Background: an optimization exercise with open tools, aiming at small area. Do not read the settings as production practice. Only simulation tests tie the RTL to the original design; equivalence was not proved. Power figures rest on the tool's default switching activity, not on a simulated workload.

File: flow/design.v
module dxpc (
    input  wire        clk,
    input  wire        rst,           
    input  wire [15:0] t_byte,        
    input  wire        buf_we,
    input  wire [7:0]  buf_waddr,
    input  wire [7:0]  buf_wdata,
    input  wire        cmd_valid,
    output wire        cmd_ready,
    input  wire [3:0]  cmd_op,
    input  wire [7:0]  cmd_id,
    input  wire [7:0]  cmd_cmd,
    input  wire [7:0]  cmd_addr,
    input  wire [7:0]  cmd_count,
    input  wire [7:0]  cmd_width,
    input  wire [15:0] cmd_value,
    input  wire [7:0]  cmd_len,
    output wire        tx_valid,
    output wire [7:0]  tx_data,
    input  wire        tx_ready,
    input  wire        rx_valid,
    input  wire [7:0]  rx_data,
    output wire        rx_ready,
    output wire        res_valid,
    input  wire        res_ready,
    output wire [3:0]  res_status,
    output wire [2:0]  res_kind,
    output wire [3:0]  info_state,
    output wire [7:0]  info_byte,
    output wire [7:0]  info_expected,
    output wire [7:0]  info_received,
    output wire [7:0]  info_code,
    output wire [7:0]  info_count,
    output wire [7:0]  res_pid,
    output wire [7:0]  res_plen,
    output wire [7:0]  res_pcmd,
    output wire [7:0]  res_pn,
    output wire [15:0] res_v16,
    output wire [31:0] res_ts,
    input  wire [7:0]  rd_idx,
    output wire [7:0]  rd_data,
    output wire [15:0] rd_pos
);
    localparam [7:0] OP_PING        = 8'h01;
    localparam [7:0] OP_READ        = 8'h02;
    localparam [7:0] OP_WRITE       = 8'h03;
    localparam [7:0] OP_SYNC_WRITE  = 8'h83;
    localparam [7:0] OP_SYNC_READ   = 8'h84;
    localparam [7:0] ID_BROADCAST   = 8'hFE;
    localparam [7:0] ID_CONTROLLER  = 8'hFD;
    localparam [7:0] REG_TORQUE     = 8'h18;
    localparam [7:0] REG_GOAL       = 8'h1E;
    localparam [7:0] REG_PRESENT    = 8'h24;
    localparam [7:0] NO_ERROR       = 8'h00;
    localparam [8:0] MAX_PARAMS     = 9'd253;
    localparam       DEPTH          = 253;
    localparam [3:0] H_SEND = 4'h1, H_RECV = 4'h2, H_PING = 4'h3,
                     H_READ = 4'h4, H_WRITE = 4'h5, H_SWRITE = 4'h6,
                     H_SREAD = 4'h7, H_TON = 4'h8, H_TOFF = 4'h9,
                     H_SETPOS = 4'hA, H_READPOS = 4'hB, H_FLUSH = 4'hC;
    localparam [3:0] S_OK = 4'd0, S_TIMEOUT = 4'd1, S_FRAMING = 4'd2,
                     S_CHECKSUM = 4'd3, S_EMPTY = 4'd4, S_MALFLEN = 4'd5,
                     S_DEVICE = 4'd6, S_MALREQ = 4'd7, S_LENGTH = 4'd8,
                     S_ILLEGAL = 4'd9;
    localparam [2:0] K_NONE = 3'd0, K_PACKET = 3'd1, K_BYTE = 3'd2,
                     K_WORD = 3'd3, K_RAW = 3'd4, K_SYNC = 3'd5;
    localparam [3:0] PS_IDLE = 4'd0, PS_AH1 = 4'd1, PS_AH2 = 4'd2,
                     PS_RID = 4'd3, PS_RLEN = 4'd4, PS_RCMD = 4'd5,
                     PS_RPAR = 4'd6, PS_RCHK = 4'd7, PS_DONE = 4'd8,
                     PS_FAIL = 4'd9;
    localparam [2:0] PH_IDLE = 3'd0, PH_CHECK = 3'd1, PH_SCAN = 3'd2,
                     PH_TX = 3'd3, PH_RX = 3'd4, PH_INTERP = 3'd5,
                     PH_RESULT = 3'd6;
    reg [2:0]  phase;
    reg [3:0]  c_op;
    reg [7:0]  c_id, c_cmd, c_addr, c_count, c_width, c_len;
    reg [15:0] c_value;
    reg [7:0]  f_id, f_cmd;
    reg [1:0]  f_npre;            
    reg [7:0]  f_pre0, f_pre1, f_pre2;
    reg [7:0]  f_blen;            
    reg        f_resp;            
    reg [8:0]  tx_idx;            
    reg [7:0]  tx_sum;
    reg [7:0]  sc_k;              
    reg [15:0] sc_j;              
    reg        sc_bad;
    reg [3:0]  ps;
    reg [7:0]  p_id, p_len, p_cmd, p_chk, p_sum, p_n;
    reg [15:0] tmr;
    reg [3:0]  f_kind;
    reg [3:0]  fi_state;
    reg [7:0]  fi_byte, fi_expected, fi_received, fi_code, fi_count;
    reg [3:0]  r_status;
    reg [2:0]  r_kind;
    reg [3:0]  r_state;
    reg [7:0]  r_byte, r_expected, r_received, r_code, r_count;
    reg [7:0]  pbuf [0:DEPTH-1];
    wire [8:0] f_n   = {7'd0, f_npre} + {1'b0, f_blen};
    wire [7:0] f_len = f_n[7:0] + 8'd2;
    wire [8:0] tx_last = f_n + 9'd5;
    wire [8:0] par_i  = tx_idx - 9'd5;                  
    wire [8:0] body_i = par_i - {7'd0, f_npre};         
    wire [7:0] body_b = (body_i < DEPTH) ? pbuf[body_i[7:0]] : 8'h00;
    reg  [7:0] par_b;
    always @(*) begin
        if (par_i < {7'd0, f_npre}) begin
            case (par_i[1:0])
                2'd0:    par_b = f_pre0;
                2'd1:    par_b = f_pre1;
                default: par_b = f_pre2;
            endcase
        end else begin
            par_b = body_b;
        end
    end
    reg [7:0] tx_byte;
    always @(*) begin
        if (tx_idx == 9'd0 || tx_idx == 9'd1)
            tx_byte = 8'hFF;
        else if (tx_idx == 9'd2)
            tx_byte = f_id;
        else if (tx_idx == 9'd3)
            tx_byte = f_len;
        else if (tx_idx == 9'd4)
            tx_byte = f_cmd;
        else if (tx_idx == tx_last)
            tx_byte = 8'hFF - tx_sum;
        else
            tx_byte = par_b;
    end
    assign tx_valid = (phase == PH_TX) && (c_op != H_FLUSH) && (tx_idx <= tx_last);
    assign tx_data  = tx_byte;
    wire read_state = (ps >= PS_AH1) && (ps <= PS_RCHK);
    assign rx_ready = (phase == PH_RX) && read_state;
    wire pop        = rx_ready && rx_valid;
    wire timeout    = rx_ready && !rx_valid && (tmr + 16'd1 >= t_byte);
    wire [7:0] sc_b = (sc_j < DEPTH) ? pbuf[sc_j[7:0]] : 8'h00;
    wire [15:0] sw_group = {8'd0, c_width} + 16'd1;
    wire [15:0] sw_body  = c_len * sw_group;
    wire [15:0] sr_need  = c_len * c_width;
    assign cmd_ready = (phase == PH_IDLE);
    wire   accept    = cmd_valid && cmd_ready;
    wire   valid_tgt = (c_id != 8'hFF);
    task automatic finish_with;
        input [3:0] st;
        input [2:0] kd;
        begin
            r_status   <= st;
            r_kind     <= kd;
            r_state    <= 4'd0;
            r_byte     <= 8'd0;
            r_expected <= 8'd0;
            r_received <= 8'd0;
            r_code     <= 8'd0;
            r_count    <= 8'd0;
            phase      <= PH_RESULT;
            ps         <= PS_IDLE;
        end
    endtask
    always @(posedge clk) begin
        if (rst) begin
            phase      <= PH_IDLE;
            ps         <= PS_IDLE;
            c_op       <= 4'd0;
            c_id       <= 8'd0;
            c_cmd      <= 8'd0;
            c_addr     <= 8'd0;
            c_count    <= 8'd0;
            c_width    <= 8'd0;
            c_len      <= 8'd0;
            c_value    <= 16'd0;
            f_id       <= 8'd0;
            f_cmd      <= 8'd0;
            f_npre     <= 2'd0;
            f_pre0     <= 8'd0;
            f_pre1     <= 8'd0;
            f_pre2     <= 8'd0;
            f_blen     <= 8'd0;
            f_resp     <= 1'b0;
            tx_idx     <= 9'd0;
            tx_sum     <= 8'd0;
            sc_k       <= 8'd0;
            sc_j       <= 16'd0;
            sc_bad     <= 1'b0;
            p_id       <= 8'd0;
            p_len      <= 8'd0;
            p_cmd      <= 8'd0;
            p_chk      <= 8'd0;
            p_sum      <= 8'd0;
            p_n        <= 8'd0;
            tmr        <= 16'd0;
            f_kind     <= 4'd0;
            fi_state   <= 4'd0;
            fi_byte    <= 8'd0;
            fi_expected <= 8'd0;
            fi_received <= 8'd0;
            fi_code    <= 8'd0;
            fi_count   <= 8'd0;
            r_status   <= 4'd0;
            r_kind     <= 3'd0;
            r_state    <= 4'd0;
            r_byte     <= 8'd0;
            r_expected <= 8'd0;
            r_received <= 8'd0;
            r_code     <= 8'd0;
            r_count    <= 8'd0;
        end else begin
            case (phase)
            PH_IDLE: begin
                if (accept) begin
                    c_op    <= cmd_op;
                    c_id    <= cmd_id;
                    c_cmd   <= cmd_cmd;
                    c_addr  <= cmd_addr;
                    c_count <= cmd_count;
                    c_width <= cmd_width;
                    c_value <= cmd_value;
                    c_len   <= cmd_len;
                    sc_k    <= 8'd0;
                    sc_j    <= 16'd0;
                    sc_bad  <= 1'b0;
                    phase   <= PH_CHECK;
                end
            end
            PH_CHECK: begin
                tx_idx <= 9'd0;
                tx_sum <= 8'd0;
                f_npre <= 2'd0;
                f_blen <= 8'd0;
                f_pre0 <= 8'd0;
                f_pre1 <= 8'd0;
                f_pre2 <= 8'd0;
                f_resp <= 1'b0;
                f_id   <= c_id;
                f_cmd  <= c_cmd;
                case (c_op)
                H_SEND: begin
                    if (!valid_tgt) begin
                        finish_with(S_MALREQ, K_NONE); r_code <= 8'd1;
                    end else if ({1'b0, c_len} > MAX_PARAMS) begin
                        finish_with(S_MALREQ, K_NONE); r_code <= 8'd3;
                    end else begin
                        f_blen <= c_len;
                        phase  <= PH_TX;
                    end
                end
                H_RECV: begin
                    phase <= PH_RX;
                end
                H_PING, H_READ, H_READPOS: begin
                    if (!valid_tgt) begin
                        finish_with(S_MALREQ, K_NONE); r_code <= 8'd1;
                    end else if (c_id == ID_BROADCAST) begin
                        finish_with(S_MALREQ, K_NONE); r_code <= 8'd2;
                    end else begin
                        f_resp <= 1'b1;
                        phase  <= PH_TX;
                        if (c_op == H_PING) begin
                            f_cmd <= OP_PING;
                        end else if (c_op == H_READ) begin
                            f_cmd  <= OP_READ;
                            f_npre <= 2'd2;
                            f_pre0 <= c_addr;
                            f_pre1 <= c_count;
                        end else begin
                            f_cmd  <= OP_READ;
                            f_npre <= 2'd2;
                            f_pre0 <= REG_PRESENT;
                            f_pre1 <= 8'd2;
                        end
                    end
                end
                H_WRITE, H_TON, H_TOFF, H_SETPOS: begin
                    if (!valid_tgt) begin
                        finish_with(S_MALREQ, K_NONE); r_code <= 8'd1;
                    end else if (c_op == H_WRITE &&
                                 {1'b0, c_len} + 9'd1 > MAX_PARAMS) begin
                        finish_with(S_MALREQ, K_NONE); r_code <= 8'd3;
                    end else begin
                        f_cmd  <= OP_WRITE;
                        f_resp <= (c_id != ID_BROADCAST);
                        phase  <= PH_TX;
                        case (c_op)
                        H_WRITE: begin
                            f_npre <= 2'd1;
                            f_pre0 <= c_addr;
                            f_blen <= c_len;
                        end
                        H_TON: begin
                            f_npre <= 2'd2;
                            f_pre0 <= REG_TORQUE;
                            f_pre1 <= 8'd1;
                        end
                        H_TOFF: begin
                            f_npre <= 2'd2;
                            f_pre0 <= REG_TORQUE;
                            f_pre1 <= 8'd0;
                        end
                        default: begin
                            f_npre <= 2'd3;
                            f_pre0 <= REG_GOAL;
                            f_pre1 <= c_value[7:0];
                            f_pre2 <= c_value[15:8];
                        end
                        endcase
                    end
                end
                H_SWRITE, H_SREAD: begin
                    phase <= PH_SCAN;
                end
                H_FLUSH: begin
                    phase <= PH_TX;
                end
                default: begin
                    finish_with(S_ILLEGAL, K_NONE);
                    r_code <= {4'd0, c_op};
                end
                endcase
            end
            PH_SCAN: begin
                if (sc_k < c_len && sc_j < DEPTH) begin
                    if (sc_b > 8'd253)
                        sc_bad <= 1'b1;
                    sc_k <= sc_k + 8'd1;
                    if (c_op == H_SWRITE)
                        sc_j <= sc_j + sw_group;
                    else
                        sc_j <= sc_j + 16'd1;
                end else begin
                    if (sc_bad) begin
                        finish_with(S_MALREQ, K_NONE); r_code <= 8'd6;
                    end else if (c_op == H_SWRITE) begin
                        if (c_len != 8'd0 && c_width[0]) begin
                            finish_with(S_MALREQ, K_NONE); r_code <= 8'd4;
                        end else if (sw_body + 16'd2 > {7'd0, MAX_PARAMS}) begin
                            finish_with(S_MALREQ, K_NONE); r_code <= 8'd3;
                        end else begin
                            f_id   <= ID_BROADCAST;
                            f_cmd  <= OP_SYNC_WRITE;
                            f_npre <= 2'd2;
                            f_pre0 <= c_addr;
                            f_pre1 <= c_width;
                            f_blen <= sw_body[7:0];
                            f_resp <= 1'b0;
                            phase  <= PH_TX;
                        end
                    end else begin
                        if (c_width < 8'd2) begin
                            finish_with(S_MALREQ, K_NONE); r_code <= 8'd5;
                        end else if ({1'b0, c_len} > MAX_PARAMS) begin
                            finish_with(S_MALREQ, K_NONE); r_code <= 8'd3;
                        end else begin
                            f_id   <= ID_CONTROLLER;
                            f_cmd  <= OP_SYNC_READ;
                            f_npre <= 2'd0;
                            f_blen <= c_len;
                            f_resp <= 1'b1;
                            phase  <= PH_TX;
                        end
                    end
                end
            end
            PH_TX: begin
                if (c_op == H_FLUSH) begin
                    finish_with(S_OK, K_NONE);
                end else if (tx_valid) begin
                    if (tx_ready) begin
                        if (tx_idx >= 9'd2)
                            tx_sum <= tx_sum + tx_byte;
                        tx_idx <= tx_idx + 9'd1;
                    end
                end else begin
                    if (f_resp)
                        phase <= PH_RX;
                    else
                        finish_with(S_OK, K_NONE);
                end
            end
            PH_RX: begin
                if (ps == PS_IDLE) begin
                    ps          <= PS_AH1;
                    p_id        <= 8'd0;
                    p_len       <= 8'd0;
                    p_cmd       <= 8'd0;
                    p_chk       <= 8'd0;
                    p_sum       <= 8'd0;
                    p_n         <= 8'd0;
                    tmr         <= 16'd0;
                    f_kind      <= 4'd0;
                    fi_state    <= 4'd0;
                    fi_byte     <= 8'd0;
                    fi_expected <= 8'd0;
                    fi_received <= 8'd0;
                    fi_code     <= 8'd0;
                    fi_count    <= 8'd0;
                end else if (ps == PS_DONE || ps == PS_FAIL) begin
                    phase <= PH_INTERP;
                end else if (pop) begin
                    tmr <= 16'd0;
                    case (ps)
                    PS_AH1, PS_AH2: begin
                        if (rx_data == 8'hFF) begin
                            ps <= (ps == PS_AH1) ? PS_AH2 : PS_RID;
                        end else begin
                            ps       <= PS_FAIL;
                            f_kind   <= S_FRAMING;
                            fi_state <= ps;
                            fi_byte  <= rx_data;
                        end
                    end
                    PS_RID: begin
                        p_id  <= rx_data;
                        p_sum <= rx_data;
                        ps    <= PS_RLEN;
                    end
                    PS_RLEN: begin
                        p_len <= rx_data;
                        p_sum <= p_sum + rx_data;
                        if (rx_data < 8'd2) begin
                            ps      <= PS_FAIL;
                            f_kind  <= S_LENGTH;
                            fi_byte <= rx_data;
                        end else begin
                            ps <= PS_RCMD;
                        end
                    end
                    PS_RCMD: begin
                        p_cmd <= rx_data;
                        p_sum <= p_sum + rx_data;
                        ps    <= (p_len <= 8'd2) ? PS_RCHK : PS_RPAR;
                    end
                    PS_RPAR: begin
                        pbuf[p_n] <= rx_data;
                        p_n       <= p_n + 8'd1;
                        p_sum     <= p_sum + rx_data;
                        if (p_n + 8'd1 == p_len - 8'd2)
                            ps <= PS_RCHK;
                    end
                    default: begin  
                        p_chk <= rx_data;
                        if (p_sum + rx_data != 8'hFF) begin
                            ps          <= PS_FAIL;
                            f_kind      <= S_CHECKSUM;
                            fi_expected <= 8'hFF - p_sum;
                            fi_received <= rx_data;
                        end else begin
                            ps <= PS_DONE;
                        end
                    end
                    endcase
                end else if (timeout) begin
                    ps       <= PS_FAIL;
                    f_kind   <= S_TIMEOUT;
                    fi_state <= ps;
                end else if (read_state) begin
                    tmr <= tmr + 16'd1;
                end
            end
            PH_INTERP: begin
                if (ps == PS_FAIL) begin
                    r_status   <= f_kind;
                    r_kind     <= K_NONE;
                    r_state    <= fi_state;
                    r_byte     <= fi_byte;
                    r_expected <= fi_expected;
                    r_received <= fi_received;
                    r_code     <= fi_code;
                    r_count    <= fi_count;
                    phase      <= PH_RESULT;
                    ps         <= PS_IDLE;
                end else begin
                    case (c_op)
                    H_RECV: finish_with(S_OK, K_PACKET);
                    H_READ, H_READPOS: begin
                        if (p_n == 8'd0)      finish_with(S_EMPTY, K_NONE);
                        else if (p_n == 8'd1) finish_with(S_OK, K_BYTE);
                        else if (p_n == 8'd2) finish_with(S_OK, K_WORD);
                        else                  finish_with(S_OK, K_RAW);
                    end
                    H_SREAD: begin
                        if (p_cmd != NO_ERROR) begin
                            finish_with(S_DEVICE, K_NONE); r_code <= p_cmd;
                        end else if (p_n < 8'd4) begin
                            finish_with(S_MALFLEN, K_NONE); r_count <= p_n;
                        end else if ({8'd0, p_n - 8'd4} != sr_need) begin
                            finish_with(S_MALFLEN, K_NONE); r_count <= p_n;
                        end else begin
                            finish_with(S_OK, K_SYNC);
                        end
                    end
                    default: begin  
                        if (p_cmd == NO_ERROR) begin
                            finish_with(S_OK, K_NONE);
                        end else begin
                            finish_with(S_DEVICE, K_NONE); r_code <= p_cmd;
                        end
                    end
                    endcase
                end
            end
            PH_RESULT: begin
                if (res_ready)
                    phase <= PH_IDLE;
            end
            default: phase <= PH_IDLE;
            endcase
            if (phase == PH_IDLE && buf_we && buf_waddr < DEPTH)
                pbuf[buf_waddr] <= buf_wdata;
        end
    end
    assign res_valid     = (phase == PH_RESULT);
    assign res_status    = r_status;
    assign res_kind      = r_kind;
    assign info_state    = r_state;
    assign info_byte     = r_byte;
    assign info_expected = r_expected;
    assign info_received = r_received;
    assign info_code     = r_code;
    assign info_count    = r_count;
    assign res_pid       = p_id;
    assign res_plen      = p_len;
    assign res_pcmd      = p_cmd;
    assign res_pn        = p_n;
    assign res_v16       = (r_kind == K_BYTE) ? {8'h00, pbuf[0]} : {pbuf[1], pbuf[0]};
    assign res_ts        = {pbuf[3], pbuf[2], pbuf[1], pbuf[0]};
    assign rd_data       = (rd_idx < DEPTH) ? pbuf[rd_idx] : 8'h00;
    wire [15:0] pos_i    = 16'd4 + rd_idx * c_width;
    wire [7:0]  pos_lo   = (pos_i < DEPTH)         ? pbuf[pos_i[7:0]]         : 8'h00;
    wire [7:0]  pos_hi   = (pos_i + 16'd1 < DEPTH) ? pbuf[pos_i[7:0] + 8'd1]  : 8'h00;
    assign rd_pos        = {pos_hi, pos_lo};
endmodule
File: flow/run.sh
#!/bin/bash
# synth_recipe.tcl (not shown) runs the flow's synth.tcl, then flattens the netlist and writes it again
# the make line also repeats each setting of config.mk as NAME=value (left out here)
make -C /OpenROAD-flow-scripts/flow DESIGN_CONFIG=/design/flow/config.mk WORK_HOME=/design/flow/orfs CLKGATE_MAP_FILE= SYNTH_SCRIPT=/design/flow/synth_recipe.tcl finish
File: flow/config.mk
export PLATFORM = sky130hd
export DESIGN_NAME = dxpc
export DESIGN_NICKNAME = dxpc
export VERILOG_FILES = /design/flow/design.v
export SDC_FILE = /design/flow/constraint.sdc
export NUM_CORES = 4
export LEC_CHECK = 0
export CAP_MARGIN = 20
export CORE_MARGIN = 2
export CORE_UTILIZATION = 22
export PLACE_DENSITY = 0.35
export SLEW_MARGIN = 20
File: flow/constraint.sdc
create_clock -name core_clock -period 12.0 [get_ports {clk}]
set_input_delay 2.4000 -clock core_clock [delete_from_list [all_inputs] [get_ports {clk}]]
set_output_delay 2.4000 -clock core_clock [all_outputs]
set_load 0.01 [all_outputs]
==> flow_metrics.env <==
export IMPL_synth_seq_cells=2362
export IMPL_synth_cell_types=99
export IMPL_placementRows=314
export IMPL_final_cell_mix="mux4_2, edfxtp_1, nand2_1"
export IMPL_crit_family="buffers and inverters"
export IMPL_worstPathArrival_ns=9.23
export IMPL_finalSetupViolCount=0
export IMPL_cp_data_required_time_ns=9.60
export IMPL_rsz0062_at_grt="no"
export IMPL_wire_per_inst_um=39.7
export IMPL_port_buffers=289
export IMPL_drt_pass1_iterations=8
export IMPL_seq_power_share=0.277
export IMPL_cp_slowest_cell="fa_4"
export IMPL_finalCritPeriodShare=0.969
export IMPL_setup_tns_ns=0
export IMPL_synth_nets=11900
export IMPL_yosysSeqAreaShare=0.421
export IMPL_internal_power_uw=19600
export IMPL_stdcell_area_um2=188000
export IMPL_netSwitchingFraction=0.424
export IMPL_netlist_instances=11500
export IMPL_ir_drop_mv=0.211
export IMPL_n_fill_cell=75100
export IMPL_yosysTopAreaCellShare=0.382
export IMPL_fp_coreArea_um2=730000
export IMPL_yosys_area_top_type="edfxtp_1"
export IMPL_path_max_fanout=17
export IMPL_critPathMostFrequentCell="buf_4"
export IMPL_clockRootBuffer="clkbuf_16"
export IMPL_h_tree_depth=5
export IMPL_routed_wl_um=858000
export IMPL_finalHoldViolations=0
export IMPL_die_h_um=859
export IMPL_synth_area_per_cell_um2=14.0
export IMPL_maxSlewHeadroom=0.178
export IMPL_worstMarginPinSlew_ns=1.23
export IMPL_status="finished clean"
export IMPL_preCtsSetupSlack_ns=0.560
export IMPL_fin_skew_ns=0.100
export IMPL_nets=12100
export IMPL_place_gp_congestion=0.927
export IMPL_finalPower_uw=34100
export IMPL_final_common_cell="mux4_2"
export IMPL_grt_antenna_before_repair=75
export IMPL_layout_drive_gt1_share=0.309
export IMPL_numClockSinks=2362
export IMPL_finalMaxSlewViolations=0
export IMPL_postCtsSetupBuffers=0
export IMPL_initial_core_util=0.220
export IMPL_ctsResizeCount=0
export IMPL_dp_hpwl_um=602000
export IMPL_crit_path_cell_trace="inv_1, ha_1, clkinv_1, fa_4, buf_4, buf_4, mux4_2, nand2_1, and3_1, a311oi_1, buf_4, a2111oi_1, buf_4, nor4_1, nand2_1, a21oi_1, buf_4, nor4_1, o21ai_0, buf_4, clkdlybuf4s50_1"
export IMPL_clockBufferDepth=4
export IMPL_power_switching_uw=14500
export IMPL_worst_path_buf_inv=9
export IMPL_synth_edf_count=2048
export IMPL_num_vias=123000
export IMPL_p_leak_uw=0.0591
export IMPL_synth_main_ff_cell="edfxtp_1"
export IMPL_period_minus_slack_ns=11.63
export IMPL_grt_pass1_wl_um=1150000
export IMPL_hp_class="flip-flop to flip-flop"
export IMPL_crit_type="flip-flop to output pin"
export IMPL_synthArstFlopShare=0
export IMPL_area_growth_pct=17.0
export IMPL_holdWs_ns=0.461
export IMPL_die_area_um2=738000
export IMPL_cts_tree="built"
export IMPL_slowest_delay_ns=1.54
export IMPL_drt_antenna_violating_nets=0
export IMPL_p_clk_frac=0.281
export IMPL_grt_pass1_vias=119000
export IMPL_syn_area_um2=161000
export IMPL_io_pins=290
export IMPL_grt_util_all_layers=0.224
export IMPL_path_clk_slew_ns=0.06
export IMPL_cap_violations=0
export IMPL_numCtsBuffers=307
export IMPL_hold_buffers=0
export IMPL_placed_area_um2=178000
export IMPL_synthTopCellsByArea="edfxtp_1, mux4_2, dfxtp_1"
export IMPL_drc_errors=0
export IMPL_combPwrFrac=0.442
export IMPL_first_iter_violations=16700
export IMPL_clock_latency_ns=1.07
export IMPL_avgViaCountPerCell=5.70
export IMPL_fp_dieW_um=859
export IMPL_yosysWarnings=1
export IMPL_worst_setup_path_end_kind="output pin"
export IMPL_powerDensity_nw_per_um2=181
export IMPL_worst_slack_ns=0.367
export IMPL_startpoint_type="flip-flop"
export IMPL_grt_ovfl_total=0
export IMPL_maxClockFrequency_ghz=0.0860
export IMPL_grt_max_degree=147
==> power groups by stage <==
stage	Clock [uW]	Combinational, uW	Sequential [uW]
floorplan	0	7320	9560
global placement	0	14900	9610
detailed placement	0	14800	9610
CTS	9770	14800	9440
global route	10000	15300	9450
finish	9570	15100	9440
==> registers in the layout, indices dropped and copies added (netlist names), 9 cells and up, named ones only <==
name / flops
pbuf: 2048
c_value: 16
sc_j: 16
tmr: 16
tx_idx: 9
==> through the flow <==
| step | cells | util |
|---|---|---|
| floorplan | 11500 | - |
| global placement | 20900 | 0.244 |
| detailed placement | 21000 | 0.244 |
| CTS | 21500 | 0.257 |
| global route | 21600 | 0.258 |
| finish | 21600 | 0.258 |
==> layout make-up <==
| type | instances | area, um2 | share of cell area |
|---|---|---|---|
| multi-input cells | 7897 | 89000 | 0.473 |
| flip-flops and latches | 2362 | 67800 | 0.360 |
| clock inverters | 181 | 1860 | 0.00986 |
| well taps | 9638 | 12100 | 0.0641 |
| inverters | 217 | 825 | 0.00438 |
| clock buffers | 376 | 8090 | 0.0430 |
| diodes | 104 | 260 | 0.00138 |
| repair buffers | 838 | 8310 | 0.0441 |
==> worst min-delay path: cells and delay by family (launching register included) <==
family	cells	cell delay (ns)
AO/OA/AOI/OAI	1	0.05
flip-flops	1	0.31
AND/OR/NAND/NOR	1	0.05
==> per-layer routing <==
| metal | wire length [um] | track usage | vias to the layer above | part of all wire |
|---|---|---|---|---|
| met3 | 68000 | 0.0446 | 1357 | 0.079 |
| met2 | 395000 | 0.353 | 7260 | 0.46 |
| met5 | 345 | 0.00123 | - | 0.00040 |
| li1 | - | - | 47600 | - |
| met4 | 52300 | 0.116 | 34 | 0.061 |
| met1 | 342000 | 0.293 | 66900 | 0.40 |
==> kinds of logic (layout without fill, tap and decap cells) <==
kind of cell / count (synthesis) / count (layout) / share of synthesized area
simple gates: 3528 / 3528 / 0.100
mux: 2619 / 2619 / 0.355
flops: 2362 / 2362 / 0.421
compound gates: 1289 / 1289 / 0.0542
buf+inv: 1255 / 1612 / 0.0310
fa+ha+maj: 310 / 310 / 0.0297
xor+xnor: 151 / 151 / 0.00845
other cells: 0 / 104 / 0
==> cell usage after synthesis, types with 25 or more instances <==
library cell	number
ha_1	191
a21o_1	37
xor2_1	58
nand2_1	1581
o311ai_0	35
o31ai_1	31
and4_1	51
mux2i_1	126
edfxtp_1	2048
mux4_2	2466
mux2_2	25
nor2_1	638
and3_1	172
nand4_1	255
nand2b_1	48
buf_1	210
xnor2_1	88
a311oi_1	142
a22o_1	48
nor3_1	80
nor2b_1	52
o21ai_0	245
buf_2	136
o211ai_1	67
nor4_1	27
a211oi_1	62
nand3_1	412
and2_1	122
clkbuf_1	668
a21oi_1	295
dfxtp_1	314
fa_1	119
a31oi_1	118
inv_1	212
==> worst paths after layout <==
check	start	to	slack [ns]	cells after the start
min reg2reg	c_value[9]	c_value[9]	0.46	2
min	c_value[9]	c_value[9]	0.46	2
max	tx_idx[0]	tx_data[3]	0.37	21
max reg2reg	tx_idx[0]	tx_sum[7]	2.38	28

==> port drivers added, routing unchanged <==
How much do the figures lean on ideal ports? The routed layout below was timed once more, with nothing changed but the port constraints. Step 1: set_driving_cell puts a clkbuf_16 on clk and a buf_2 on each other input, an assumption about the parent block. Step 2 moves the port delays by t, midway between the first and last clock arrival at a register: inputs arrive t later, outputs are due t later. That takes back most of the time a late clock gives input paths. a / b / c = no drivers / after step 1 / after step 2; a / b = the first two.
shift t [ns]: 1.150
setup slack, ns: 0.367 / 0.235 / 0.453
worst hold slack (ns): 0.461 / 0.461 / 0.461
worst register clock-pin slew, ns: 0.07 / 0.07
worst slew at a driven data input, ns: 0.12
After both steps setup and hold are still met in this run. The setup slack of this run moves by -0.132 ns with the drivers and by +0.086 ns with both steps.
